Context: an optimization exercise on an open-source flow, tuned for small area, a short achievable clock period and few clock cycles per item. The choices shown serve that exercise and are no tape-out recipe. Where RTL was checked, it was by simulation tests only, not by an equivalence proof against the original. Function not checked in runs 3 to 6: the RTL went through the layout flow alone. No activity file was given, so power comes from the tool's default toggle rates.

--- flow/constraint.sdc ---
create_clock -name core_clock -period 8.0 [get_ports {clk}]
set_input_delay 1.6000 -clock core_clock [delete_from_list [all_inputs] [get_ports {clk}]]
set_output_delay 1.6000 -clock core_clock [all_outputs]
set_load 0.01 [all_outputs]
--- flow/design.v ---
module jmp (
    input  wire        clk,
    input  wire        rst,           
    input  wire        load,
    input  wire [31:0] load_size,
    input  wire        start,
    input  wire        setq,
    input  wire [7:0]  setq_val,
    output wire        mem_re,
    output wire [31:0] mem_addr,
    input  wire [7:0]  mem_rdata,
    output wire        qt_we,
    output wire [10:0] qt_addr,
    output wire [7:0]  qt_wdata,
    output wire [15:0] status,
    output wire [31:0] size_o,
    output wire [7:0]  qfactor,
    output wire [31:0] offset_o,
    output wire [7:0]  width_blocks,
    output wire [7:0]  height_blocks,
    output wire [7:0]  type_o,
    output wire        precision,
    output wire [15:0] restart_interval,
    output wire [31:0] header_len,
    output wire [31:0] scan_off,
    output wire [31:0] scan_len
);
    localparam [2:0] ST_IDLE  = 3'd0,
                     ST_BUSY  = 3'd1,
                     ST_OK    = 3'd2,
                     ST_FAIL  = 3'd3,
                     ST_FAULT = 3'd4;
    localparam [5:0] C_NO_SOF        = 6'h10,
                     C_NO_DQT        = 6'h11,
                     C_ZERO_BLOCKS   = 6'h12,
                     C_SOF_SHORT     = 6'h13,
                     C_SOF_LENGTH    = 6'h14,
                     C_SOF_PRECISION = 6'h15,
                     C_SOF_DIMENSION = 6'h16,
                     C_SOF_NCOMP     = 6'h17,
                     C_SOF_SAMP_1ST  = 6'h18,
                     C_SOF_SAMP_OTH  = 6'h19,
                     C_SOF_QT_MISM   = 6'h1A,
                     C_SOF_REPEATED  = 6'h20,
                     C_SOS_TRUNC     = 6'h21,
                     C_SCAN_BEYOND   = 6'h22;
    localparam [4:0] S_SEARCH = 5'd0,    
                     S_CODE   = 5'd1,    
                     S_LHI    = 5'd2,    
                     S_LLO    = 5'd3,    
                     S_DQH    = 5'd4,    
                     S_DQT    = 5'd5,    
                     S_DQEND  = 5'd6,    
                     S_DQE2   = 5'd7,    
                     S_DRI2   = 5'd8,    
                     S_DRI3   = 5'd9,    
                     S_FIN0   = 5'd10,   
                     S_FIN    = 5'd11,   
                     S_FINS   = 5'd12,   
                     S_DQE0   = 5'd13,   
                     S_REJ    = 5'd14,   
                     S_SOF2   = 5'd16;   
    localparam [2:0] K_SKIP = 3'd0,
                     K_SOF  = 3'd1,
                     K_DQT  = 3'd2,
                     K_DRI  = 3'd3,
                     K_SOS  = 3'd4;
    reg [2:0]  st;
    reg [5:0]  cause;
    reg [31:0] size;
    reg [7:0]  qf;
    reg [31:0] offset;
    reg        sof_found, dqt_found, sos_found, dri_found, eoi_seen;
    reg [7:0]  wb, hb;
    reg        t422;       
    reg        prec;
    reg [15:0] ri;
    reg [31:0] sl;
    reg        bsy;        
    reg [4:0]  ph;
    reg [2:0]  kind;
    reg [31:0] a;          
    reg [15:0] len;        
    reg [10:0] qa;         
    reg        fj;         
    reg        ci;         
    reg        wr;         
    reg        l_is4, l_is17, l_lt4;    
    reg [7:0]  d;          
    reg        p_live, p_v, p_f64, p_f128;    
    reg        d_live, d_v, d_f64, d_f128;    
    wire [32:0] cmp   = {1'b0, size} + {1'b0, ~a} + {32'd0, ci};
    wire        cmp_c = cmp[32];
    wire [31:0] jp = offset + {16'd0, d, mem_rdata};
    wire [15:0] lfull = {len[15:8], d};
    wire        hd128   = (d[7:4] != 4'd0);
    wire        r_ge67  = (|len[15:7]) | (len[6] & ((|len[5:2]) | (len[1] & len[0])));
    wire        r_ge131 = (|len[15:8]) | (len[7] & ((|len[6:2]) | (len[1] & len[0])));
    wire        dq_fit  = hd128 ? (r_ge131 & d_f128) : (r_ge67 & d_f64);
    wire        dq_last = prec ? (&qa[6:0]) : (&qa[5:0]);
    wire        pend = (cause == 6'd0);
    reg         jump;      
    reg         jump1;     
    reg         hold;      
    reg         a_zero;    
    always @(*) begin
        jump   = 1'b0;
        jump1  = 1'b0;
        hold   = 1'b0;
        a_zero = 1'b0;
        case (ph)
        S_LHI:    if (d_live && (kind == K_SKIP || kind == K_SOS)) jump1 = 1'b1;
        S_LLO:    if (kind == K_SOS) hold = 1'b1;
        S_DQE0:   jump = 1'b1;
        S_DQEND:  hold = 1'b1;
        S_DRI3:   if (!d_v || l_lt4) jump = 1'b1;    
        S_REJ:    jump = 1'b1;
        S_FIN0:   begin jump = 1'b1; a_zero = 1'b1; end
        S_FIN, S_FINS: hold = 1'b1;
        default: ;
        endcase
    end
    always @(posedge clk) begin
        d      <= mem_rdata;
        p_live <= bsy && !jump && !jump1 && !hold;
        p_v    <= cmp_c;
        p_f64  <= cmp_c && (|cmp[31:6]);
        p_f128 <= cmp_c && (|cmp[31:7]);
        d_live <= p_live && !jump;
        d_v    <= p_v;
        d_f64  <= p_f64;
        d_f128 <= p_f128;
    end
    always @(posedge clk) begin
        if (ci)
            sl <= cmp[31:0];
    end
    always @(posedge clk) begin
        if (rst) begin
            st   <= ST_IDLE;
            bsy  <= 1'b0;
            size <= 32'd0;
            qf   <= 8'd255;
            ph   <= S_SEARCH;
            ci   <= 1'b0;
            wr   <= 1'b0;
        end else if (!bsy) begin
            if (load) begin
                if (~&load_size[31:16] || ~|load_size[15:0]) begin
                    size <= load_size;
                    st   <= ST_IDLE;
                end
            end else if (start) begin
                st        <= ST_BUSY;
                bsy       <= 1'b1;
                ph        <= S_SEARCH;
                cause     <= 6'd0;
                offset    <= 32'd0;
                a         <= 32'd0;
                fj        <= 1'b1;
                sof_found <= 1'b0;
                dqt_found <= 1'b0;
                sos_found <= 1'b0;
                dri_found <= 1'b0;
                eoi_seen  <= 1'b0;
                prec      <= 1'b0;
                ri        <= 16'd0;
            end else if (setq) begin
                qf <= setq_val;
            end
        end else begin
            ci <= 1'b0;
            if (jump)
                a <= a_zero ? 32'd0 : offset;
            else if (jump1)
                a <= jp;
            else if (!hold)
                a <= a + 32'd1;
            case (ph)
            S_SEARCH: begin
                if (d_live) begin
                    fj <= 1'b0;
                    if (!d_v) begin
                        if (!fj)
                            offset <= size;
                        ph <= S_FIN0;
                    end else if (d == 8'hFF) begin
                        offset <= a;             
                        ph     <= S_CODE;
                    end
                end
            end
            S_CODE: begin
                ph <= S_LHI;
                if (!d_v) begin
                    offset <= size;
                    ph     <= S_FIN0;
                end else if (d == 8'hC0) begin
                    kind <= K_SOF;
                    if (sof_found) begin
                        st    <= ST_FAULT;
                        bsy   <= 1'b0;
                        cause <= C_SOF_REPEATED;
                    end
                end else if (d == 8'hC4 || d == 8'hFE || d[7:4] == 4'hE) begin
                    kind <= K_SKIP;
                end else if (d == 8'hDA) begin
                    kind <= K_SOS;
                end else if (d == 8'hDB) begin
                    kind      <= K_DQT;
                    dqt_found <= 1'b1;
                end else if (d == 8'hDD) begin
                    kind <= K_DRI;
                end else begin
                    if (d == 8'hD9)
                        eoi_seen <= 1'b1;
                    ph <= S_SEARCH;
                end
            end
            S_LHI: begin
                if (d_live) begin
                    len[15:8] <= d;
                    ph        <= S_LLO;
                    if (kind == K_DQT)
                        offset <= jp;
                    if (kind == K_SOS)
                        ci <= 1'b1;
                end
            end
            S_LLO: begin
                len[7:0] <= d;
                l_is4    <= (lfull == 16'd4);
                l_is17   <= (lfull == 16'd17);
                l_lt4    <= (lfull < 16'd4);
                case (kind)
                K_SKIP: begin
                    if (!d_v) begin
                        offset <= size;
                        ph     <= S_FIN0;
                    end else begin
                        offset <= a;             
                        fj     <= 1'b1;
                        ph     <= S_SEARCH;
                    end
                end
                K_SOS: begin
                    if (!d_v) begin
                        st    <= ST_FAULT;
                        bsy   <= 1'b0;
                        cause <= C_SOS_TRUNC;
                    end else begin
                        ph <= S_FINS;
                    end
                end
                K_DQT: begin
                    if (!d_v || lfull < 16'd2) begin
                        offset <= size;
                        ph     <= S_FIN0;
                    end else begin
                        ph <= (lfull == 16'd2) ? S_SEARCH : S_DQH;
                    end
                end
                K_DRI: ph <= S_DRI2;
                default: begin       
                    if (lfull < 16'd17)
                        cause <= C_SOF_LENGTH;
                    ph <= S_SOF2;
                end
                endcase
            end
            S_DQH: begin
                if (!d_v) begin
                    offset <= size;
                    ph     <= S_FIN0;
                end else if (d[3:0] == 4'hF || !dq_fit) begin
                    ph <= S_DQE0;
                end else begin
                    qa   <= hd128 ? {d[3:0], 7'd0} : {1'b0, d[3:0], 6'd0};
                    prec <= hd128;
                    len  <= len - 16'd1;
                    ph   <= S_DQT;
                    wr   <= 1'b1;
                end
            end
            S_DQT: begin
                qa  <= qa + 11'd1;
                len <= len - 16'd1;
                if (dq_last) begin
                    ph <= (len == 16'd3) ? S_SEARCH : S_DQH;
                    wr <= 1'b0;
                end
            end
            S_DQE0: begin                    
                ph <= S_DQEND;
                ci <= 1'b1;
            end
            S_DQEND: ph <= S_DQE2;   
            S_REJ: begin                     
                kind <= K_SKIP;
                ph   <= S_LHI;
            end
            S_FIN0: begin                    
                ph <= S_FIN;
                ci <= 1'b1;
            end
            S_DQE2: begin
                if (!p_v) begin
                    offset <= size;
                    ph     <= S_FIN0;
                end else begin
                    fj <= 1'b1;                  
                    ph <= S_SEARCH;
                end
            end
            S_DRI2: begin
                qa[7:0] <= d;
                ph      <= S_DRI3;
            end
            S_DRI3: begin
                ph <= S_SEARCH;
                if (!d_v || l_lt4) begin
                    fj <= 1'b1;                  
                end else begin
                    ri        <= {qa[7:0], d};
                    dri_found <= ({qa[7:0], d} != 16'd0);
                    if (!l_is4)
                        ph <= S_REJ;             
                end
            end
            S_FIN, S_FINS: begin
                bsy <= 1'b0;
                if (ph == S_FINS && !p_v) begin
                    st    <= ST_FAULT;
                    cause <= C_SCAN_BEYOND;
                end else begin
                    if (ph == S_FINS)
                        sos_found <= 1'b1;
                    if (!sof_found) begin
                        st    <= ST_FAIL;
                        cause <= C_NO_SOF;
                    end else if (!dqt_found) begin
                        st    <= ST_FAIL;
                        cause <= C_NO_DQT;
                    end else if (wb == 8'd0 || hb == 8'd0) begin
                        st    <= ST_FAIL;
                        cause <= C_ZERO_BLOCKS;
                    end else begin
                        st <= ST_OK;
                    end
                end
            end
            default: begin
                ph <= ph + 5'd1;
                case (ph[3:0])
                5'd0: if (pend && d != 8'd8) cause <= C_SOF_PRECISION;
                5'd1: begin
                    hb[7:5] <= d[2:0];
                    if (pend && d[7:3] != 5'd0) cause <= C_SOF_DIMENSION;
                end
                5'd2: begin
                    hb[4:0] <= d[7:3];
                    if (pend && ((hb[7:5] == 3'd7 && d > 8'hF8) ||
                                 (hb[7:5] == 3'd0 && d == 8'd0)))
                        cause <= C_SOF_DIMENSION;
                end
                5'd3: begin
                    wb[7:5] <= d[2:0];
                    if (pend && d[7:3] != 5'd0) cause <= C_SOF_DIMENSION;
                end
                5'd4: begin
                    wb[4:0] <= d[7:3];
                    if (pend && ((wb[7:5] == 3'd7 && d > 8'hF8) ||
                                 (wb[7:5] == 3'd0 && d == 8'd0)))
                        cause <= C_SOF_DIMENSION;
                end
                5'd5: if (pend && d != 8'd3) cause <= C_SOF_NCOMP;
                5'd7: begin
                    t422 <= d[1];
                    if (pend && d != 8'h21 && d != 8'h22) cause <= C_SOF_SAMP_1ST;
                end
                5'd10: if (pend && d != 8'h11) cause <= C_SOF_SAMP_OTH;
                5'd11: qa[7:0] <= d;
                5'd13: if (pend && d != 8'h11) cause <= C_SOF_SAMP_OTH;
                5'd14: begin
                    ph <= S_SEARCH;
                    if (!d_v) begin
                        st    <= ST_FAIL;
                        bsy   <= 1'b0;
                        cause <= C_SOF_SHORT;
                    end else if (!pend) begin
                        st  <= ST_FAIL;
                        bsy <= 1'b0;
                    end else if (d != qa[7:0]) begin
                        st    <= ST_FAIL;
                        bsy   <= 1'b0;
                        cause <= C_SOF_QT_MISM;
                    end else begin
                        sof_found <= 1'b1;
                        if (!l_is17)
                            ph <= S_REJ;         
                    end
                end
                default: ;
                endcase
            end
            endcase
        end
    end
    assign mem_re   = bsy;
    assign mem_addr = a;
    assign qt_we    = wr && (st == ST_BUSY) && (qa[10:7] != 4'hF);
    assign qt_addr  = qa;
    assign qt_wdata = d;
    wire show = st[2] | st[1];
    assign status = {2'b00, cause & {6{show}},
                     {eoi_seen, dri_found, sos_found, dqt_found, sof_found} & {5{show}},
                     st};
    assign size_o           = size;
    assign qfactor          = qf;
    assign offset_o         = offset;
    assign width_blocks     = wb;
    assign height_blocks    = hb;
    assign type_o           = {1'b0, dri_found, 5'd0, t422};
    assign precision        = prec;
    assign restart_interval = ri;
    assign header_len       = a;
    assign scan_off         = a;
    assign scan_len         = sl;
endmodule
--- flow/config.mk ---
export PLATFORM = sky130hd
export DESIGN_NAME = jmp
export DESIGN_NICKNAME = jmp
export VERILOG_FILES = /design/flow/design.v
export SDC_FILE = /design/flow/constraint.sdc
export NUM_CORES = 4
export LEC_CHECK = 0
export CAP_MARGIN = 20
export CORE_MARGIN = 2
export CORE_UTILIZATION = 40
export SLEW_MARGIN = 20
--- flow/flow/run.sh ---
#!/bin/bash
# The standard layout (the standard.sh: standard synthesis, floorplan, place, CTS, route,
# finish), with the I/O port buffers made from sky130_fd_sc_hd__buf_2 instead of the default
# cell buffer_ports picks. Every port still gets its own buffer.
set -euo pipefail
bash standard.sh "BUFFER_PORTS_ARGS=-buffer_cell sky130_fd_sc_hd__buf_2" finish > standard_make.log 2>&1
--- flow/standard.sh ---
#!/bin/bash
# synth_recipe.tcl (not shown) runs the flow's synth.tcl, then flattens the netlist and writes it again
# the make line also repeats each setting of config.mk as NAME=value (left out here)
make -C /OpenROAD-flow-scripts/flow DESIGN_CONFIG=/design/flow/config.mk WORK_HOME=/design/flow/orfs CLKGATE_MAP_FILE= SYNTH_SCRIPT=/design/flow/synth_recipe.tcl "${@:-finish}"
==> flow_summary.ini, run 1 <==
[sta]
worst_slack_ps = 3640
period_needed_ps = 4360
skew_ps = 13.36
max_freq_mhz = 229.4
slew_headroom_pct = 29.96
grt_setup_unrepaired = no
finalHoldViolations = 0
tns_ps = 0
report.final.slew_viol_count = 0
tightest_slew_ps = 1048
finalSetupViolations = 0
period_share_pct = 54.50

[logic_synthesis]
ys_warn_count = 1
synth-edff-count = 175
syn_area_per_cell_um2 = 9.016
synth_fa_ha_area_share_pct = 4.633
async_flop_share_pct = 0
synth_compound_area_share_pct = 19.04
synth_area_mm2 = 0.01642
synth.yosys.seq_area_share_pct = 40.18
yosys_register_bits = 242
synth-main-ff-cell = edfxtp_1
ys_types = 89
synthXorXnorAreaFrac_pct = 5.761
yosys.area_share.simple_pct = 19.25
yosys-mux-area-fraction_pct = 3.772
synth_top_family_by_area = simple AND/OR/NAND/NOR gates
syn_inst = 1821

[clocking]
clock_path_buffers = 3
cts_resized = 0
clockRootBuffer = clkbuf_16
clock-sinks = 242
cts_tree = done
clk_latency_ps = 580
cts_buffers = 30
ctsHoldBuffers = 0
clkSlewWorstSetupHoldPaths_ps = 60
postCtsSetupBuffers = 0
cts-htree-levels = 1

[pwr]
ir_worst_vdd_v = 0.0001666
p_leak_nw = 7.521
power.density_mw_per_mm2 = 183.1

[drt]
drtPass1Iterations = 8
vias = 15520
drtIter0Drc = 1410
drc_errors = 0
antenna_left = 0
vias_per_cell = 5.986
wl_met1_mm = 26.21
met2_length_mm = 26.74
wl_per_cell_um = 23.05
top_layer = met4
wl_met3_mm = 5.232
wirelength_mm = 59.78

[placement]
place_area_mm2 = 0.01805
dpl.hpwl_mm = 43.93
place_congestion = 0.9286
placed_cells = 2538
dpl_worst_slack_ps = 3253
io_buffers = 322

[final_layout]
instances_no_fill = 2593
fin_area_mm2 = 0.01904
num-nets-final = 2150
area_growth_pct = 15.96
n_antenna_cell = 0
drive_gt1_share_pct = 21.35

[worst_setup_path]
crit_path_end_kind = register
critPathMaxFanout = 34
worstSetupStartpointType = register
slowest_delay_ps = 540
cp.required_ps = 8420
cp.buffers_inverters = 2
worstSetupPathType = reg2reg
cp_common_cell = fa_1
path_cells = buf_4 > inv_1 > fa_1 > fa_1 > nand2b_1 > a21oi_1 > o21ai_2 > o21ai_1 > a41oi_2 > xnor2_1 > or4b_1 > nor4_2 > a31oi_1
slowest_stage = or4b_1
cp.arrival_ps = 4780
cp_top_family = simple AND/OR/NAND/NOR gates

[global_routing]
overflow = 0
grt_pass1_vias = 14490
grt_pass1_wl_mm = 88.73
antenna_found_initial = 0
grtUsageTotal_pct = 27.23
grt_max_degree = 69

[floorplanning]
start_util_pct = 40.39
rows = 74
coreArea_mm2 = 0.04065
die_area_mm2 = 0.04268
die_x_um = 206.6
die_y_um = 206.6
pin_count = 331

[job]
max-cap-violations = 0

[run_status]
status = no timing/DRC/antenna violations

[hold_path]
min_path_type = reg2reg
where the power goes:
part / total, mW / internal [mW] / switching [mW]
combinational: 0.614 / 0.228 / 0.386
sequential: 1.49 / 1.41 / 0.0746
clock: 1.38 / 0.820 / 0.565
sequential cells by signal, indices dropped and copies added (netlist names), 6 cells and up:
name    count
a          32
cause       6
d           8
hb          8
len        16
offset     32
qa         11
qf          8
ri         16
size       32
sl         32
wb          8
synthesized netlist by cell type (5+ instances only):
cell type / instances / area [um^2]
a21o_1: 29 / 217.7
o31ai_1: 9 / 67.56
dfxtp_1: 67 / 1341
nand4_1: 26 / 162.7
nor3b_1: 6 / 45.04
and2_1: 22 / 137.6
xor2_1: 22 / 192.7
o211ai_1: 15 / 112.6
a31oi_1: 30 / 187.7
buf_4: 74 / 555.5
o21ai_1: 8 / 40.04
nand3_1: 44 / 220.2
mux2_2: 7 / 78.83
nand2_1: 148 / 555.5
inv_1: 74 / 277.8
o21a_1: 9 / 67.56
nor2_1: 179 / 671.9
a211o_1: 5 / 43.79
nor2b_1: 30 / 187.7
or2_2: 5 / 31.28
o21ai_0: 80 / 400.4
a22oi_1: 16 / 120.1
edfxtp_1: 175 / 5255
or3_1: 13 / 81.33
and3_1: 24 / 150.1
a222oi_1: 8 / 80.08
ha_1: 56 / 700.7
a21oi_1: 129 / 645.6
xnor2_1: 86 / 753.2
or4_1: 8 / 60.06
a221oi_1: 31 / 271.5
buf_2: 16 / 80.08
nor4_1: 23 / 143.9
clkbuf_1: 71 / 266.5
mux2i_1: 54 / 540.5
o21bai_1: 10 / 75.07
o22ai_1: 21 / 131.4
a211oi_1: 13 / 97.59
nand2b_1: 23 / 143.9
nor3_1: 53 / 265.3
buf_1: 7 / 26.28
worst reg2reg max path, cell delays in order (launching register included):
cell,delay (ps)
dfxtp_1,310
buf_4,390
inv_1,130
fa_1,410
fa_1,420
nand2b_1,180
a21oi_1,280
o21ai_2,190
o21ai_1,300
a41oi_2,170
xnor2_1,180
or4b_1,540
nor4_2,540
a31oi_1,160
cells in the final DEF, fill, tap and decap left out, drive strengths merged, types with 23 or more instances in the layout:
cell / synthesis / layout
buf: 97 / 346
nor3: 56 / 56
nor2b: 30 / 30
edfxtp: 175 / 175
nor2: 180 / 180
nand3: 46 / 46
inv: 74 / 76
clkbuf: 71 / 39
mux2i: 54 / 54
ha: 56 / 56
and3: 24 / 24
nand2b: 23 / 23
a31oi: 30 / 30
a21o: 29 / 29
nand2: 148 / 148
xnor2: 86 / 86
o21ai: 90 / 90
a21oi: 132 / 132
nor4: 26 / 26
a221oi: 31 / 31
nand4: 26 / 26
dfxtp: 67 / 67
area by class of cell:
class | instances | area (um^2)
multi-input cells | 1344 | 8697
well taps | 532 | 665.6
fillers | 3971 | 21610
repair buffers | 346 | 1812
clock buffers | 39 | 825.8
clock inverters | 16 | 161.4
inverters | 74 | 277.8
flip-flops and latches | 242 | 6599
per-stage QoR:
stage               util, %  power (mW)  hold WS (ps)
detailed placement    44.41       2.113         319.2
CTS                   46.84       3.496         326.0
floorplan                 -       1.902         309.6
global placement      44.34       2.110         314.7
finish                46.84       3.486         322.9
global route          46.84       3.609         339.0
final timing paths:
path,slack (ps),start,cells past startpoint,to
hold / removal,320,p_f64,0,d_f64
setup reg to reg,3640,ci,13,p_f128
hold reg to reg,320,p_f64,0,d_f64
setup / recovery,3640,ci,13,p_f128
metal layers:
layer	global-route usage, %	up-vias
li1	-	7086
met1	38.92	7501
met2	42.43	840
met3	4.082	95
met4	8.418	0
met5	0	-
kinds of logic (layout without fill, tap and decap cells):
kind of cell / after synthesis / after routing
compound gates: 473 / 473
xor+xnor: 108 / 108
fa+ha+maj: 59 / 59
buf+inv: 242 / 475
other cells: 1 / 8
flops: 242 / 242
mux: 61 / 61
simple gates: 635 / 635
Testbench counts, summed over its fixed seeds: cycles 78,442, items 320.
==> run 2: changes to the inputs <==
==> flow/run.sh (new file) <==
#!/bin/bash
# synth_recipe.tcl (not shown) runs the flow's synth.tcl, then flattens the netlist and writes it again
# the make line also repeats each setting of config.mk as NAME=value (left out here)
make -C /OpenROAD-flow-scripts/flow DESIGN_CONFIG=/design/flow/config.mk WORK_HOME=/design/flow/orfs CLKGATE_MAP_FILE= SYNTH_SCRIPT=/design/flow/synth_recipe.tcl finish
removed: flow/flow/run.sh
removed: flow/standard.sh
==> flow_summary.ini, run 2 <==
[logic_synthesis]
synth.yosys.seq_area_share_pct = 40.18
synth_area_leaders = edfxtp_1, dfxtp_1, xnor2_1
syn_area_per_cell_um2 = 9.016
yosysTopAreaCell = edfxtp_1
syn_inst = 1821
synth-main-ff-cell = edfxtp_1
ys_warn_count = 1
synth-edff-count = 175
synth.most_common_cell = nor2_1
yosysTopAreaCellShare_pct = 32.01
ys_types = 89
async_flop_share_pct = 0
yosys_register_bits = 242
ys_top_cells_by_count = nor2_1, edfxtp_1, nand2_1
synth_area_mm2 = 0.01642

[sta]
period_share_pct = 58.27
tns_ps = 0
slew_headroom_pct = 29.04
max_freq_mhz = 214.5
finalHoldViolations = 0
worst_hold_slack_ps = 330.1
skew_ps = 14.76
period_needed_ps = 4662
tightest_slew_ps = 1060
report.final.slew_viol_count = 0
finalSetupViolations = 0
worst_slack_ps = 3338
grt_setup_unrepaired = no

[global_routing]
grt_pass1_wl_mm = 93.47
grtUsageTotal_pct = 28.86
grt_max_degree = 46
grt_pass1_vias = 15050
antenna_found_initial = 1
overflow = 0

[floorplanning]
die_x_um = 206.6
coreArea_mm2 = 0.04065
rows = 74
die_y_um = 206.6
pin_count = 331
start_util_pct = 40.39
die_area_mm2 = 0.04268

[pwr]
p_leak_nw = 7.434
p_seq_share_pct = 41.7
power.density_mw_per_mm2 = 172.7
switching_share_pct = 28.73
cellInternalPower_mw = 2.541
p_sw_mw = 1.024
total_power_mw = 3.566
ir_worst_vdd_v = 0.0001266
pwr-share-clk_pct = 38.8
p_comb_share_pct = 19.5

[worst_setup_path]
reg2reg_slack_ps = 3610
cp.arrival_ps = 5040
worstSetupPathType = in2reg
slowest_delay_ps = 550
crit_path_end_kind = register
worstSetupStartpointType = input port
slowest_stage = a31oi_1
cp_common_cell = a21oi_1
path_cells = clkdlybuf4s50_1 > ha_1 > fa_1 > a21o_1 > a21oi_1 > o21bai_1 > a21oi_1 > o21ai_0 > a31oi_1 > xnor2_1 > nand2_1 > a221oi_1
critPathMaxFanout = 5
cp.buffers_inverters = 1
cp_top_family = compound AO/OA/AOI/OAI gates
cp.required_ps = 8370

[clocking]
cts_buffers = 29
clk_latency_ps = 570
clockRootBuffer = clkbuf_16
cts_tree = done
clkSlewWorstSetupHoldPaths_ps = 60
clock-sinks = 242
cts_resized = 0
clock_path_buffers = 3
ctsHoldBuffers = 0
postCtsSetupBuffers = 0
cts-htree-levels = 1

[drt]
drtIter0Drc = 1453
antenna_left = 0
drtPass1Iterations = 6
wl_per_cell_um = 24.16
vias_per_cell = 6.018
vias = 15610
drc_errors = 0
wirelength_mm = 62.66

[placement]
placed_cells = 2540
place_area_mm2 = 0.01965
dpl_worst_slack_ps = 2827
io_buffers = 322
dpl.hpwl_mm = 46.59
place_congestion = 0.9692

[final_layout]
num-nets-final = 2152
area_growth_pct = 25.78
layout_commonest_cell = clkdlybuf4s50_1
instances_no_fill = 2594
drive_gt1_share_pct = 5.771
n_antenna_cell = 0
fin_area_mm2 = 0.02065
nFillCells = 3841
fin_util_pct = 50.81
final_cell_mix = clkdlybuf4s50_1, nor2_1, edfxtp_1

[job]
max-cap-violations = 0

[run_status]
status = no timing/DRC/antenna violations

[hold_path]
min_path_type = reg2reg
run 2: kinds of logic (layout without fill, tap and decap cells):
kind of cell    Yosys count  in the layout  share of synthesized area, %
fa+ha+maj                59             59                         4.633
xor+xnor                108            108                         5.761
flops                   242            242                         40.18
other cells               1              8                       0.02284
mux                      61             61                         3.772
compound gates          473            473                         19.04
buf+inv                 242            476                         7.347
simple gates            635            635                         19.25
run 2: layer usage:
metal  track usage [%]  share of wire (%)  vias up
met5                 0              0.024        -
met4             8.980                2.9        2
met3             5.181                9.2      122
met2             45.78                 45      813
met1             40.00                 43     7591
li1                  -                  -     7082
run 2: final timing paths:
check             depth (start not counted)          from    endpoint
setup / recovery                         12  mem_rdata[0]  offset[18]
hold / removal                            0         p_f64       d_f64
setup reg to reg                          9           d_v        a[4]
hold reg to reg                           0         p_f64       d_f64
run 2: final cells by class:
type                            count  area, um^2  area share [%]
Clock inverter                     18       219.0           1.060
Clock buffer                       35       758.2           3.672
Multi-Input combinational cell   1344        8698           42.12
Tap cell                          532       665.6           3.223
Timing Repair Buffer              349        3433           16.63
Inverter                           74       277.8           1.345
Sequential cell                   242        6599           31.95
run 2: power by group through the flow:
stage	clock (mW)	sequential, mW	combinational (mW)
2_1_floorplan	0	1.50	0.398
3_3_place_gp	0	1.51	0.682
3_5_place_dp	0	1.51	0.683
4_1_cts	1.40	1.48	0.688
5_1_grt	1.45	1.49	0.750
6_report	1.38	1.49	0.696
run 2: worst reg2reg max path: stages (launching register included):
cell	delay, ps
dfxtp_2	310
buf_4	510
inv_1	490
o31ai_1	380
a21boi_1	140
buf_4	240
nand2b_1	400
nor2_1	910
a21oi_4	360
buf_4	370
==> run 3: changes to the inputs <==
--- a/flow/design.v
+++ b/flow/design.v
@@ -57,7 +57,7 @@
                      S_FIN0   = 5'd10,   
                      S_FIN    = 5'd11,   
-                     S_FINS   = 5'd12,   
                      S_DQE0   = 5'd13,   
                      S_REJ    = 5'd14,   
+                     S_RSR    = 5'd15,   
                      S_SOF2   = 5'd16;   
     localparam [2:0] K_SKIP = 3'd0,
@@ -92,5 +92,10 @@
     wire [32:0] cmp   = {1'b0, size} + {1'b0, ~a} + {32'd0, ci};
     wire        cmp_c = cmp[32];
-    wire [31:0] jp = offset + {16'd0, d, mem_rdata};
+    wire [8:0]  jp_lo  = {1'b0, offset[7:0]} + {1'b0, mem_rdata};
+    wire [8:0]  jp_m0  = {1'b0, offset[15:8]} + {1'b0, d};
+    wire [8:0]  jp_m1  = {1'b0, offset[15:8]} + {1'b0, d} + 9'd1;
+    wire [15:0] jp_h1  = offset[31:16] + 16'd1;
+    wire [8:0]  jp_m   = jp_lo[8] ? jp_m1 : jp_m0;
+    wire [31:0] jp     = {jp_m[8] ? jp_h1 : offset[31:16], jp_m[7:0], jp_lo[7:0]};
     wire [15:0] lfull = {len[15:8], d};
     wire        hd128   = (d[7:4] != 4'd0);
@@ -100,4 +105,9 @@
     wire        dq_last = prec ? (&qa[6:0]) : (&qa[5:0]);
     wire        pend = (cause == 6'd0);
+    wire        fin_ok    = sof_found && dqt_found && wb != 8'd0 && hb != 8'd0;
+    wire [2:0]  fin_st    = fin_ok ? ST_OK : ST_FAIL;
+    wire [5:0]  fin_cause = !sof_found ? C_NO_SOF :
+                            !dqt_found ? C_NO_DQT :
+                            fin_ok     ? 6'd0     : C_ZERO_BLOCKS;
     reg         jump;      
     reg         jump1;     
@@ -114,8 +124,8 @@
         S_DQE0:   jump = 1'b1;
         S_DQEND:  hold = 1'b1;
-        S_DRI3:   if (!d_v || l_lt4) jump = 1'b1;    
         S_REJ:    jump = 1'b1;
+        S_RSR:    jump = 1'b1;
         S_FIN0:   begin jump = 1'b1; a_zero = 1'b1; end
-        S_FIN, S_FINS: hold = 1'b1;
+        S_FIN:    hold = 1'b1;
         default: ;
         endcase
@@ -245,10 +255,15 @@
                 end
                 K_SOS: begin
+                    bsy <= 1'b0;
                     if (!d_v) begin
                         st    <= ST_FAULT;
-                        bsy   <= 1'b0;
                         cause <= C_SOS_TRUNC;
+                    end else if (!cmp_c) begin
+                        st    <= ST_FAULT;
+                        cause <= C_SCAN_BEYOND;
                     end else begin
-                        ph <= S_FINS;
+                        sos_found <= 1'b1;
+                        st        <= fin_st;
+                        cause     <= fin_cause;
                     end
                 end
@@ -300,4 +315,8 @@
                 ph   <= S_LHI;
             end
+            S_RSR: begin                     
+                fj <= 1'b1;
+                ph <= S_SEARCH;
+            end
             S_FIN0: begin                    
                 ph <= S_FIN;
@@ -320,5 +339,5 @@
                 ph <= S_SEARCH;
                 if (!d_v || l_lt4) begin
-                    fj <= 1'b1;                  
+                    ph <= S_RSR;                 
                 end else begin
                     ri        <= {qa[7:0], d};
@@ -328,25 +347,8 @@
                 end
             end
-            S_FIN, S_FINS: begin
-                bsy <= 1'b0;
-                if (ph == S_FINS && !p_v) begin
-                    st    <= ST_FAULT;
-                    cause <= C_SCAN_BEYOND;
-                end else begin
-                    if (ph == S_FINS)
-                        sos_found <= 1'b1;
-                    if (!sof_found) begin
-                        st    <= ST_FAIL;
-                        cause <= C_NO_SOF;
-                    end else if (!dqt_found) begin
-                        st    <= ST_FAIL;
-                        cause <= C_NO_DQT;
-                    end else if (wb == 8'd0 || hb == 8'd0) begin
-                        st    <= ST_FAIL;
-                        cause <= C_ZERO_BLOCKS;
-                    end else begin
-                        st <= ST_OK;
-                    end
-                end
+            S_FIN: begin
+                bsy   <= 1'b0;
+                st    <= fin_st;
+                cause <= fin_cause;
             end
             default: begin
==> flow/flow/run.sh (new file) <==
#!/bin/bash
# The standard layout (the standard.sh: standard synthesis, floorplan, place, CTS, route,
# finish), with the I/O port buffers made from sky130_fd_sc_hd__buf_2 instead of the default
# cell buffer_ports picks. Every port still gets its own buffer.
set -euo pipefail
bash standard.sh "BUFFER_PORTS_ARGS=-buffer_cell sky130_fd_sc_hd__buf_2" finish > standard_make.log 2>&1
==> flow/standard.sh (new file) <==
#!/bin/bash
# synth_recipe.tcl (not shown) runs the flow's synth.tcl, then flattens the netlist and writes it again
# the make line also repeats each setting of config.mk as NAME=value (left out here)
make -C /OpenROAD-flow-scripts/flow DESIGN_CONFIG=/design/flow/config.mk WORK_HOME=/design/flow/orfs CLKGATE_MAP_FILE= SYNTH_SCRIPT=/design/flow/synth_recipe.tcl "${@:-finish}"
--- a/flow/config.mk
+++ b/flow/config.mk
@@ -9,3 +9,4 @@
 export CORE_MARGIN = 2
 export CORE_UTILIZATION = 40
+export SETUP_SLACK_MARGIN = 4.3
 export SLEW_MARGIN = 20
removed: flow/run.sh
==> flow_summary.ini, run 3 <==
[run_status]
status = no timing/DRC/antenna violations

[worst_setup_path]
r2r-end = offset[20]
cp.required_ps = 8360
crit_path_end_kind = register
reg2reg_slack_ps = 4290
worstSetupPathType = in2reg
slowest_delay_ps = 400
cp_top_family = compound AO/OA/AOI/OAI gates
cp.buffers_inverters = 1
worstSetupStartpointType = input port
slowest_stage = o41a_1
reg2regPathDepth = 8
cp.arrival_ps = 4140
r2r_start = ph[2]
critPathMaxFanout = 6
path_cells = buf_8 > ha_4 > fa_2 > a21oi_2 > o21ai_1 > o211a_1 > o41a_1 > and3_4 > a211oi_4 > o21ai_1 > o311a_1 > a211oi_1
cp_common_cell = o21ai_1

[logic_synthesis]
synth-main-ff-cell = edfxtp_1
synth_top_family_by_area = simple AND/OR/NAND/NOR gates
synthXorXnorAreaFrac_pct = 5.360
yosys_register_bits = 242
ys_warn_count = 1
yosysTopAreaCell = edfxtp_1
yosysTopAreaCellShare_pct = 31.27
yosys-mux-area-fraction_pct = 3.871
synth.yosys.seq_area_share_pct = 39.25
async_flop_share_pct = 0
synth_area_leaders = edfxtp_1, dfxtp_1, ha_1
synth_compound_area_share_pct = 18.55
yosys.area_share.simple_pct = 20.74
syn_inst = 1896
ys_types = 89
synth_fa_ha_area_share_pct = 4.869
ys_top_cells_by_count = nor2_1, nand2_1, edfxtp_1
synth.most_common_cell = nor2_1
synth_area_mm2 = 0.01681
syn_area_per_cell_um2 = 8.865
synth-edff-count = 175

[clocking]
clockRootBuffer = clkbuf_16
clk_latency_ps = 590
clock-sinks = 242
clkSlewWorstSetupHoldPaths_ps = 60
cts_tree = done
clock_path_buffers = 3
ctsHoldBuffers = 0
cts_buffers = 29
cts-htree-levels = 1

[drt]
drtPass1Iterations = 6
wirelength_mm = 62.57
drc_errors = 0
antenna_left = 0
drtIter0Drc = 1643
vias_per_cell = 5.954
vias = 16180
wl_per_cell_um = 23.03

[floorplanning]
coreArea_mm2 = 0.04167
die_area_mm2 = 0.04367
start_util_pct = 40.34
die_y_um = 209.0
pin_count = 331
die_x_um = 209.0
rows = 75

[sta]
tightest_slew_ps = 1082
max_freq_mhz = 265.0
finalHoldViolations = 0
skew_ps = 29.67
slew_headroom_pct = 27.69
grt_setup_unrepaired = yes
period_share_pct = 47.18
tns_ps = 0
worst_hold_slack_ps = 367.4
period_needed_ps = 3774
report.final.slew_viol_count = 0
finalSetupViolations = 0

[final_layout]
drive_gt1_share_pct = 26.17
area_growth_pct = 21.23
multiInputGateArea_mm2 = 0.009517
n_antenna_cell = 0
nFillCells = 4040
num-nets-final = 2272
final_cell_mix = buf_2, nor2_1, nand2_1, edfxtp_1, a21oi_1
layout_commonest_cell = buf_2
ff_latch_area_mm2 = 0.006610

[pwr]
cellInternalPower_mw = 2.531
switching_share_pct = 29.63
p_seq_share_pct = 41.2
pwr-share-clk_pct = 39.7
p_comb_share_pct = 19.1
p_leak_nw = 8.002
power.density_mw_per_mm2 = 176.6
p_sw_mw = 1.066
ir_worst_vdd_v = 0.0001520

[placement]
dpl.hpwl_mm = 44.97
io_buffers = 322
place_congestion = 0.9227

[job]
max-cap-violations = 0

[global_routing]
grt_max_degree = 51
antenna_found_initial = 2
overflow = 0
grt_pass1_wl_mm = 92.19
grtUsageTotal_pct = 27.19
grt_pass1_vias = 15200

[hold_path]
whs_endpoint = d_f128
min_path_type = reg2reg
hold_start = p_f128
hold_depth = 0
-- run 3: changes by cell type in the layout (fill, tap and decap cells not counted), moves of 11 or more --
cell / previous run / this run
buf_2: 1 / 321
nand4_1: 26 / 45
o211ai_1: 15 / 26
xnor2_1: 86 / 72
nand2_1: 148 / 175
a21o_1: 29 / 18
nand2b_1: 23 / 11
clkdlybuf4s50_1: 321 / 0
a31oi_1: 30 / 8
o221ai_1: 3 / 14
buf_4: 26 / 68
nand3_1: 44 / 58
o22ai_1: 21 / 9
-- run 3: power groups by stage --
stage          combinational, mW  sequential, mW  clock (mW)
6_report                   0.687            1.48        1.43
2_1_floorplan              0.411            1.50           0
3_3_place_gp               0.610            1.51           0
4_1_cts                    0.639            1.48        1.45
3_5_place_dp               0.609            1.51           0
5_1_grt                    0.740            1.49        1.50
-- run 3: layer usage --
layer | wire length, um | track usage [%] | up-vias
met5 | 13 | 0 | -
met3 | 5604 | 5.365 | 153
li1 | - | - | 7456
met2 | 28660 | 44.54 | 864
met1 | 25850 | 35.66 | 7702
met4 | 2437 | 10.00 | 2
-- run 3: worst max-delay path by stage --
stage	end	cells past startpoint	startpoint	slack [ps]
detailed placement	offset[20]	12	mem_rdata[0]	3360
global placement	a[23]	12	mem_rdata[0]	3470
CTS	a[25]	12	mem_rdata[0]	4300
global route	offset[20]	12	mem_rdata[0]	4160
floorplan	a[25]	12	mem_rdata[0]	3830
finish	offset[20]	12	mem_rdata[0]	4230
-- run 3: final cells by class --
cell class | instances | area share [%]
Clock buffer | 46 | 4.790
Sequential cell | 242 | 32.44
Multi-Input combinational cell | 1413 | 46.71
Timing Repair Buffer | 399 | 11.13
Tap cell | 539 | 3.310
Inverter | 71 | 1.308
Clock inverter | 7 | 0.3132
-- run 3: what timing repair did --
action / 4_1_cts / 5_1_grt
buffers inserted: 11 / 39
gates resized for setup: 37 / 63
pin swaps: 13 / 20
endpoints found under the setup margin: 128 / 166
-- run 3: logic make-up after synthesis --
family	after synthesis
XOR/XNOR	102
AO/OA/AOI/OAI	468
adder cells (fa/ha/maj)	63
other	1
AND/OR/NAND/NOR	708
multiplexers	64
flip-flops	242
buffers and inverters	248
-- run 3: through the flow --
stage          cell area, um^2  worst slack (ps)  std cells  utilization (%)  power (mW)
2_1_floorplan            16920              3833       1903                -       1.912
3_3_place_gp             18470              3466       2614            44.34       2.124
3_5_place_dp             18480              3364       2614            44.34       2.124
4_1_cts                  19770              4304       2678            47.46       3.571
5_1_grt                  20380              4160       2717            48.90       3.725
6_report                 20380              4226       2717            48.90       3.597
==> run 4: changes to the inputs <==
--- a/flow/config.mk
+++ b/flow/config.mk
@@ -9,4 +9,3 @@
 export CORE_MARGIN = 2
 export CORE_UTILIZATION = 40
-export SETUP_SLACK_MARGIN = 4.3
 export SLEW_MARGIN = 20
==> flow_summary.ini, run 4 <==
[clocking]
cts-htree-levels = 1
clock-sinks = 242
clk_latency_ps = 590
clock_path_buffers = 3
cts_resized = 0
cts_tree = done
postCtsSetupBuffers = 0
clkSlewWorstSetupHoldPaths_ps = 60
clockRootBuffer = clkbuf_16
cts_buffers = 29
ctsHoldBuffers = 0

[pwr]
ir_worst_vdd_v = 0.0001545
p_seq_share_pct = 43.4
p_leak_nw = 7.585
p_comb_share_pct = 18.3
cellInternalPower_mw = 2.379
p_sw_mw = 1.046
total_power_mw = 3.425
switching_share_pct = 30.53
pwr-share-clk_pct = 38.3
power.density_mw_per_mm2 = 176.9

[hold_path]
min_path_type = reg2reg

[global_routing]
overflow = 0
grt_pass1_vias = 15040
grt_max_degree = 53
grtUsageTotal_pct = 27.24
antenna_found_initial = 0
grt_pass1_wl_mm = 92.32

[drt]
antenna_left = 0
wirelength_mm = 61.29
vias_per_cell = 5.963
wl_per_cell_um = 22.96
drtIter0Drc = 1609
vias = 15910
drc_errors = 0
drtPass1Iterations = 6

[worst_setup_path]
cp.required_ps = 8280
worstSetupStartpointType = register
worstSetupPathType = reg2reg
crit_path_end_kind = register
cp.arrival_ps = 4990
critPathMaxFanout = 34

[logic_synthesis]
ys_types = 89
syn_inst = 1896
synthXorXnorAreaFrac_pct = 5.360
synth_area_mm2 = 0.01681
ys_warn_count = 1
ys_top_cells_by_count = nor2_1, nand2_1, edfxtp_1
synth.most_common_cell = nor2_1
yosys.area_share.simple_pct = 20.74
synth_fa_ha_area_share_pct = 4.869
yosys-mux-area-fraction_pct = 3.871
syn_area_per_cell_um2 = 8.865
yosysTopAreaCell = edfxtp_1
synth_top_family_by_area = simple AND/OR/NAND/NOR gates
yosysTopAreaCellShare_pct = 31.27
yosys_register_bits = 242
synth.yosys.seq_area_share_pct = 39.25
synth_area_leaders = edfxtp_1, dfxtp_1, ha_1
async_flop_share_pct = 0
synth_compound_area_share_pct = 18.55
synth-main-ff-cell = edfxtp_1
synth-edff-count = 175

[final_layout]
fin_area_mm2 = 0.01937
drive_gt1_share_pct = 20.70
num-nets-final = 2223
fin_util_pct = 46.48
n_antenna_cell = 0
instances_no_fill = 2669
final_cell_mix = buf_2, nor2_1, nand2_1
layout_commonest_cell = buf_2
area_growth_pct = 15.23

[floorplanning]
coreArea_mm2 = 0.04167
start_util_pct = 40.34
die_y_um = 209.0
pin_count = 331
rows = 75
die_area_mm2 = 0.04367
die_x_um = 209.0

[sta]
finalHoldViolations = 0
max_freq_mhz = 212.3
tightest_slew_ps = 1073
slew_headroom_pct = 28.43
skew_ps = 19.92
report.final.slew_viol_count = 0
period_share_pct = 58.89
worst_slack_ps = 3289
worst_hold_slack_ps = 392.7
grt_setup_unrepaired = no
finalSetupViolations = 0
period_needed_ps = 4711
tns_ps = 0

[placement]
dpl_worst_slack_ps = 3129
io_buffers = 322
dpl.hpwl_mm = 45.11
place_area_mm2 = 0.01842
placed_cells = 2615
place_congestion = 0.9507

[job]
max-cap-violations = 0

[run_status]
status = no timing/DRC/antenna violations
-- run 4: cell counts after synthesis --
Identical to the previous run, type by type.
-- run 4: routing by layer --
metal	wire, um	share of wire [%]	track usage, %
met4	1989	3.2	9.507
met3	5055	8.2	4.599
met1	25760	42	36.56
met2	28480	46	44.45
met5	0	0	0
-- run 4: cell families after synthesis --
kind of cell,count (synthesis)
AOI/OAI and AO/OA,468
xor gates and xnor gates,102
adders and majority gates,63
buffers and inverters,248
DFF,242
muxes,64
other,1
and+or+nand+nor,708
-- run 4: final timing paths --
path	end	startpoint	slack, ps	depth (start not counted)
worst max-delay path	sos_found	ci	3290	14
worst min-delay path	d_v	p_v	390	0
worst max register to register	sos_found	ci	3290	14
worst min register to register	d_v	p_v	390	0
-- run 4: worst max-delay path: stages, from the launching register on --
cell,delay (ps)
dfxtp_1,310
buf_4,400
inv_1,110
fa_1,410
fa_1,420
nand2b_1,190
a21oi_1,280
o21ai_1,240
o41ai_1,620
o2111ai_1,180
a21boi_1,450
nor2_1,220
inv_1,230
nand3_1,100
a21oi_1,210
-- run 4: layout make-up --
class                      count  area, um^2
tap                          539       674.4
sequential                   242        6599
clock buffer                  41       853.3
clock inverter                13       83.83
multi-input combinational   1413        9069
inverter                      71       266.5
timing repair buffer         350        1822
fill                        4163       22300
-- run 4: power groups by stage --
stage / Combinational, mW / Clock, mW / Sequential [mW]
2_1_floorplan: 0.407 / 0 / 1.50
3_3_place_gp: 0.612 / 0 / 1.51
3_5_place_dp: 0.615 / 0 / 1.51
4_1_cts: 0.620 / 1.33 / 1.49
5_1_grt: 0.683 / 1.38 / 1.49
6_report: 0.627 / 1.31 / 1.49
==> run 5: changes to the inputs <==
--- a/flow/design.v
+++ b/flow/design.v
@@ -57,4 +57,5 @@
                      S_FIN0   = 5'd10,   
                      S_FIN    = 5'd11,   
+                     S_FINS   = 5'd12,   
                      S_DQE0   = 5'd13,   
                      S_REJ    = 5'd14,   
@@ -88,5 +89,5 @@
     reg        l_is4, l_is17, l_lt4;    
     reg [7:0]  d;          
-    reg        p_live, p_v, p_f64, p_f128;    
+    reg        p_live, p_v, p_b6, p_or7;      
     reg        d_live, d_v, d_f64, d_f128;    
     wire [32:0] cmp   = {1'b0, size} + {1'b0, ~a} + {32'd0, ci};
@@ -127,5 +128,5 @@
         S_RSR:    jump = 1'b1;
         S_FIN0:   begin jump = 1'b1; a_zero = 1'b1; end
-        S_FIN:    hold = 1'b1;
+        S_FIN, S_FINS: hold = 1'b1;
         default: ;
         endcase
@@ -135,10 +136,10 @@
         p_live <= bsy && !jump && !jump1 && !hold;
         p_v    <= cmp_c;
-        p_f64  <= cmp_c && (|cmp[31:6]);
-        p_f128 <= cmp_c && (|cmp[31:7]);
+        p_b6   <= cmp[6];
+        p_or7  <= |cmp[31:7];
         d_live <= p_live && !jump;
         d_v    <= p_v;
-        d_f64  <= p_f64;
-        d_f128 <= p_f128;
+        d_f64  <= p_v && (p_or7 || p_b6);
+        d_f128 <= p_v && p_or7;
     end
     always @(posedge clk) begin
@@ -255,15 +256,10 @@
                 end
                 K_SOS: begin
-                    bsy <= 1'b0;
                     if (!d_v) begin
                         st    <= ST_FAULT;
+                        bsy   <= 1'b0;
                         cause <= C_SOS_TRUNC;
-                    end else if (!cmp_c) begin
-                        st    <= ST_FAULT;
-                        cause <= C_SCAN_BEYOND;
                     end else begin
-                        sos_found <= 1'b1;
-                        st        <= fin_st;
-                        cause     <= fin_cause;
+                        ph <= S_FINS;
                     end
                 end
@@ -352,4 +348,15 @@
                 cause <= fin_cause;
             end
+            S_FINS: begin
+                bsy <= 1'b0;
+                if (!p_v) begin
+                    st    <= ST_FAULT;
+                    cause <= C_SCAN_BEYOND;
+                end else begin
+                    sos_found <= 1'b1;
+                    st        <= fin_st;
+                    cause     <= fin_cause;
+                end
+            end
             default: begin
                 ph <= ph + 5'd1;
--- a/flow/config.mk
+++ b/flow/config.mk
@@ -9,3 +9,4 @@
 export CORE_MARGIN = 2
 export CORE_UTILIZATION = 40
+export SETUP_SLACK_MARGIN = 4.3
 export SLEW_MARGIN = 20
==> flow_summary.ini, run 5 <==
[run_status]
status = no timing/DRC/antenna violations

[clocking]
cts_tree = done
clockRootBuffer = clkbuf_16
clock-sinks = 242
clk_latency_ps = 580
clock_path_buffers = 3
clkSlewWorstSetupHoldPaths_ps = 70
ctsHoldBuffers = 0
cts_buffers = 29
cts-htree-levels = 1

[logic_synthesis]
synth.most_common_cell = nor2_1
yosys.area_share.simple_pct = 19.19
yosys-mux-area-fraction_pct = 3.009
synth-main-ff-cell = edfxtp_1
async_flop_share_pct = 0
synth-edff-count = 175
ys_top_cells_by_count = nor2_1, edfxtp_1, a21oi_1
synth_fa_ha_area_share_pct = 4.956
synthXorXnorAreaFrac_pct = 5.782
synth.yosys.seq_area_share_pct = 39.95
yosys_register_bits = 242
syn_area_per_cell_um2 = 9.012
synth_area_mm2 = 0.01651
yosysTopAreaCellShare_pct = 31.83
synth_area_leaders = edfxtp_1, dfxtp_1, ha_1
synth_top_family_by_area = compound AO/OA/AOI/OAI gates
ys_warn_count = 1
synth_compound_area_share_pct = 19.54
syn_inst = 1832
ys_types = 85
yosysTopAreaCell = edfxtp_1

[placement]
place_area_mm2 = 0.01817
dpl.hpwl_mm = 44.84
placed_cells = 2547
place_congestion = 0.9769
io_buffers = 322

[final_layout]
drive_gt1_share_pct = 27.23
instances_no_fill = 2673
final_cell_mix = buf_2, edfxtp_1, nor2_1
area_growth_pct = 21.75
fin_area_mm2 = 0.02010
num-nets-final = 2235
layout_commonest_cell = buf_2
n_antenna_cell = 0

[floorplanning]
die_x_um = 207.2
rows = 74
die_y_um = 207.2
die_area_mm2 = 0.04292
start_util_pct = 40.43
coreArea_mm2 = 0.04083
pin_count = 331

[worst_setup_path]
worstSetupPathType = in2reg
reg2reg_slack_ps = 4250
r2r_start = d[0]
crit_start = mem_rdata[0]
crit_path_end_kind = register
cp.arrival_ps = 4210
worstSetupStartpointType = input port
reg2regPathDepth = 14
crit_end = a[29]
critPathMaxFanout = 6
r2r-end = a[28]
cp.required_ps = 8330

[drt]
drc_errors = 0
drtIter0Drc = 1597
vias_per_cell = 5.996
met2_length_mm = 27.46
wl_met3_mm = 6.127
wirelength_mm = 62.27
wl_per_cell_um = 23.30
drtPass1Iterations = 7
vias = 16030
wl_met1_mm = 26.69
antenna_left = 0
top_layer = met4

[sta]
grt_setup_unrepaired = yes
period_share_pct = 48.52
tightest_slew_ps = 1039
report.final.slew_viol_count = 0
tns_ps = 0
finalSetupViolations = 0
max_freq_mhz = 257.6
slew_headroom_pct = 30.76
finalHoldViolations = 0
skew_ps = 14.52
period_needed_ps = 3881

[global_routing]
grt_max_degree = 63
grt_pass1_vias = 15000
grtUsageTotal_pct = 27.40
antenna_found_initial = 0
grt_pass1_wl_mm = 91.55
overflow = 0

[pwr]
ir_worst_vdd_v = 0.0001481
p_leak_nw = 7.950
power.density_mw_per_mm2 = 192.4

[job]
max-cap-violations = 0

[hold_path]
min_path_type = reg2reg
==> run 5: cell types whose count changed after synthesis, moves of 9 or more <==
cell / delta
a211o_1: +12
nor4_1: +14
nor2_1: -18
o22ai_1: +9
o221ai_1: -11
mux2i_1: -12
nand2_1: -41
xnor2_1: +11
a31oi_1: +11
==> run 5: through the flow <==
stage	utilization, %	power, mW	hold slack (ps)	worst slack (ps)
6_report	49.23	3.868	446.8	4119
2_1_floorplan	-	2.134	405.7	3566
3_5_place_dp	44.50	2.427	425.8	3127
3_3_place_gp	44.48	2.417	414.2	3177
4_1_cts	48.19	3.839	451.0	4041
5_1_grt	49.23	4.024	470.4	4026
==> run 5: cell type report <==
type	instances	area (um^2)
tap	532	665.6
clock buffer	40	869.6
multi-input combinational	1346	9123
clock inverter	13	110.1
inverter	79	296.5
fill	3896	20730
timing repair buffer	421	2429
sequential	242	6608
==> run 5: cells by family (layout without fill, tap and decap cells) <==
group | count (synthesis) | after routing
other | 1 | 8
AO/OA/AOI/OAI | 480 | 480
XOR/XNOR | 109 | 109
multiplexers | 49 | 49
buffers and inverters | 252 | 553
AND/OR/NAND/NOR | 636 | 637
flip-flops | 242 | 242
adder cells (fa/ha/maj) | 63 | 63
==> run 5: worst min-delay path by stage <==
stage / start / to / slack, ps / cells after the start
finish: p_live / d_live / 450 / 1
global route: p_live / d_live / 470 / 1
CTS: p_live / d_live / 450 / 1
detailed placement: p_live / d_live / 430 / 1
global placement: p_live / d_live / 410 / 1
floorplan: p_live / d_live / 410 / 1
==> run 5: power by group <==
group	switching [mW]	total, mW	internal (mW)	leakage [nW]
combinational	0.581	0.952	0.371	5.28
clock	0.574	1.37	0.793	0.477
sequential	0.100	1.55	1.45	2.20
==> run 5: layer usage <==
metal  track usage [%]  up-vias
met1             37.93     7762
met2             41.94      842
met4             9.236        0
li1                  -     7297
met3             6.595      126
met5                 0        -
==> run 5: worst max-delay path, stage by stage <==
cell       delay (ps)
buf_8             100
ha_4              150
fa_2              330
a21o_1            170
a21oi_2           160
o21bai_2          120
a2111oi_4         400
nor3b_4           140
and4_4            210
buf_6             120
nor4_4            350
o21ai_1           120
a32o_1            230
==> run 5: timing repair <==
item | CTS | global route
resized for setup | 50 | 48
gates cloned | 1 | 0
setup buffers | 39 | 32
pin swaps | 33 | 29
setup endpoints to repair | 90 | 122
hold endpoints to repair | 0 | 0
==> run 6: changes to the inputs <==
--- a/flow/config.mk
+++ b/flow/config.mk
@@ -9,4 +9,4 @@
 export CORE_MARGIN = 2
 export CORE_UTILIZATION = 40
-export SETUP_SLACK_MARGIN = 4.3
+export SETUP_SLACK_MARGIN = 4.7
 export SLEW_MARGIN = 20
==> flow_summary.ini, run 6 <==
[run_status]
status = no timing/DRC/antenna violations

[sta]
period_share_pct = 48.92
slew_headroom_pct = 33.26
finalSetupViolations = 0
grt_setup_unrepaired = yes
tightest_slew_ps = 1001
skew_ps = 13.17
tns_ps = 0
period_needed_ps = 3914
finalHoldViolations = 0
report.final.slew_viol_count = 0
max_freq_mhz = 255.5

[clocking]
cts-htree-levels = 1
cts_buffers = 30
clock_path_buffers = 3
clock-sinks = 242
clkSlewWorstSetupHoldPaths_ps = 60
cts_tree = done
clk_latency_ps = 580
clockRootBuffer = clkbuf_16
ctsHoldBuffers = 0

[job]
max-cap-violations = 0

[logic_synthesis]
synth_area_mm2 = 0.01651
synth.yosys.seq_area_share_pct = 39.95
ys_top_cells_by_count = nor2_1, edfxtp_1, a21oi_1
synth_area_leaders = edfxtp_1, dfxtp_1, ha_1
yosysTopAreaCellShare_pct = 31.83
synth.most_common_cell = nor2_1
ys_warn_count = 1
yosys_register_bits = 242
ys_types = 85
synth-edff-count = 175
syn_inst = 1832
yosysTopAreaCell = edfxtp_1
async_flop_share_pct = 0
synth-main-ff-cell = edfxtp_1
syn_area_per_cell_um2 = 9.012

[global_routing]
grt_pass1_wl_mm = 93.87
antenna_found_initial = 0
overflow = 0
grt_pass1_vias = 15310
grt_max_degree = 64
grtUsageTotal_pct = 27.75

[final_layout]
final_cell_mix = buf_2, edfxtp_1, nor2_1
area_growth_pct = 23.49
multiInputGateArea_mm2 = 0.009419
nFillCells = 3897
ff_latch_area_mm2 = 0.006610
drive_gt1_share_pct = 28.14
layout_commonest_cell = buf_2
instances_no_fill = 2657
num-nets-final = 2217
n_antenna_cell = 0

[floorplanning]
start_util_pct = 40.43
rows = 74
die_y_um = 207.2
die_x_um = 207.2
pin_count = 331
coreArea_mm2 = 0.04083
die_area_mm2 = 0.04292

[worst_setup_path]
slowest_delay_ps = 500
worstSetupStartpointType = input port
crit_path_end_kind = register
r2r-end = a[23]
slowest_stage = a311o_2
reg2regPathDepth = 13
cp.required_ps = 8340
path_cells = buf_8 > ha_4 > fa_2 > a21o_1 > a21oi_2 > o21bai_2 > a2111oi_4 > nor3b_4 > a311o_2 > a21o_1 > a21o_1 > a21o_1
worstSetupPathType = in2reg
critPathMaxFanout = 6
reg2reg_slack_ps = 4230
r2r_start = d[0]
cp.arrival_ps = 4250
cp_common_cell = a21o_1

[pwr]
power.density_mw_per_mm2 = 191.6
p_leak_nw = 7.989
ir_worst_vdd_v = 0.0001592

[placement]
dpl.hpwl_mm = 44.36
placed_cells = 2543
io_buffers = 322
place_congestion = 0.9654

[hold_path]
min_path_type = reg2reg
hold_start = p_live
hold_depth = 1
whs_endpoint = d_live

[drt]
drtPass1Iterations = 8
wl_per_cell_um = 23.55
vias_per_cell = 6.007
vias = 15960
wirelength_mm = 62.57
drc_errors = 0
antenna_left = 0
drtIter0Drc = 1382
run 6: cell types whose count changed in the layout (fill, tap and decap cells not counted), moves of 5 or more:
cell,before,now
a21oi_2,12,18
dfxtp_2,3,8
ha_1,47,52
xnor2_2,0,8
o21ai_1,13,18
buf_4,86,64
ha_2,11,2
buf_12,2,8
a21oi_1,131,122
xnor2_1,83,75
run 6: report_power, final:
group / leakage (nW) / switching [mW] / internal, mW
clock network: 0.475 / 0.569 / 0.802
logic: 5.32 / 0.598 / 0.382
registers: 2.20 / 0.106 / 1.45
run 6: cells by family after synthesis:
family | count (synthesis) | synth area share [%]
flip-flops | 242 | 39.95
XOR/XNOR | 109 | 5.783
adder cells (fa/ha/maj) | 63 | 4.956
AO/OA/AOI/OAI | 480 | 19.54
multiplexers | 49 | 3.009
other | 1 | 0.02271
AND/OR/NAND/NOR | 636 | 19.19
buffers and inverters | 252 | 7.548
run 6: cell type report:
type,count,share of cell area (%)
Multi-Input combinational cell,1346,46.20
Sequential cell,242,32.42
Timing Repair Buffer,402,11.73
Clock buffer,37,3.909
Tap cell,532,3.265
Inverter,79,1.553
Clock inverter,19,0.9144
run 6: worst max path at each step:
stage,from,to,slack (ps),depth (start not counted)
2_1_floorplan,mem_rdata[0],a[23],3570,13
3_3_place_gp,mem_rdata[0],a[16],3210,12
3_5_place_dp,mem_rdata[0],a[16],3140,12
4_1_cts,mem_rdata[0],a[23],4100,12
5_1_grt,mem_rdata[0],a[20],4000,12
6_report,mem_rdata[0],a[28],4090,12
run 6: critical path: cells and delay by family:
kind / cells / cell delay [ps]
and+or+nand+nor: 1 / 140
adders and majority gates: 2 / 490
buffers and inverters: 1 / 100
AOI/OAI and AO/OA: 8 / 1900
run 6: repair_timing:
item	4_1_cts	5_1_grt
cloned	2	0
setup endpoints to repair	226	177
pin swaps	32	35
gates resized for setup	81	73
buffers inserted	26	30
run 6: per-layer routing:
layer	vias up	share of wire (%)	global-route usage, %
met4	0	3.7	9.778
met3	170	8.8	5.079
met5	-	0	0
li1	7256	-	-
met1	7654	40	36.06
met2	881	47	46.30
run 6: per-stage QoR:
stage / util, % / setup WS (ps) / hold WS, ps / power (mW) / area (um^2)
6_report: 49.93 / 4086 / 415.6 / 3.906 / 20390
5_1_grt: 49.93 / 3997 / 437.3 / 4.055 / 20390
4_1_cts: 48.60 / 4096 / 414.6 / 3.859 / 19840
3_5_place_dp: 44.58 / 3138 / 415.1 / 2.431 / 18200
3_3_place_gp: 44.58 / 3206 / 413.0 / 2.428 / 18200
2_1_floorplan: - / 3566 / 405.7 / 2.142 / 16710

re-timing with driven ports:
The flow's constraints put no driver on any port. The routed layouts listed below were extracted and timed again, unchanged, in two steps. Step 1, drivers: a clkbuf_16 drives clk and a buf_2 each remaining input, both assumed. Step 2 adds t to the input delays and takes it off the output delays; t is the mean of the earliest and latest rising clock arrival at the registers after step 1. Input paths then give back, and output paths get back, about the clock's delay inside the block. Three values: no drivers, after step 1, after step 2; two values: the first two.
run | t, ns | setup WS [ns] | worst setup path at the end | worst slew at a driven data input, ns | pins driven straight from the clock port
run 1 | 0.625 | 3.640 / 3.640 / 3.185 | input to register | 0.05 | 1
run 2 | 0.617 | 3.338 / 3.370 / 2.753 | input to register | 0.05 | 1
run 3 | 0.629 | 4.226 / 4.244 / 3.614 | input to register | 0.05 | 1
run 4 | 0.641 | 3.289 / 3.289 / 3.059 | input to register | 0.04 | 1
run 5 | 0.633 | 4.119 / 4.137 / 3.504 | input to register | 0.05 | 1
run 6 | 0.633 | 4.086 / 4.101 / 3.467 | input to register | 0.06 | 1
After both steps every run listed still meets setup and hold. For run 6, which loses most, drivers alone change the setup slack by +0.015 ns; drivers and shift together by -0.619 ns.
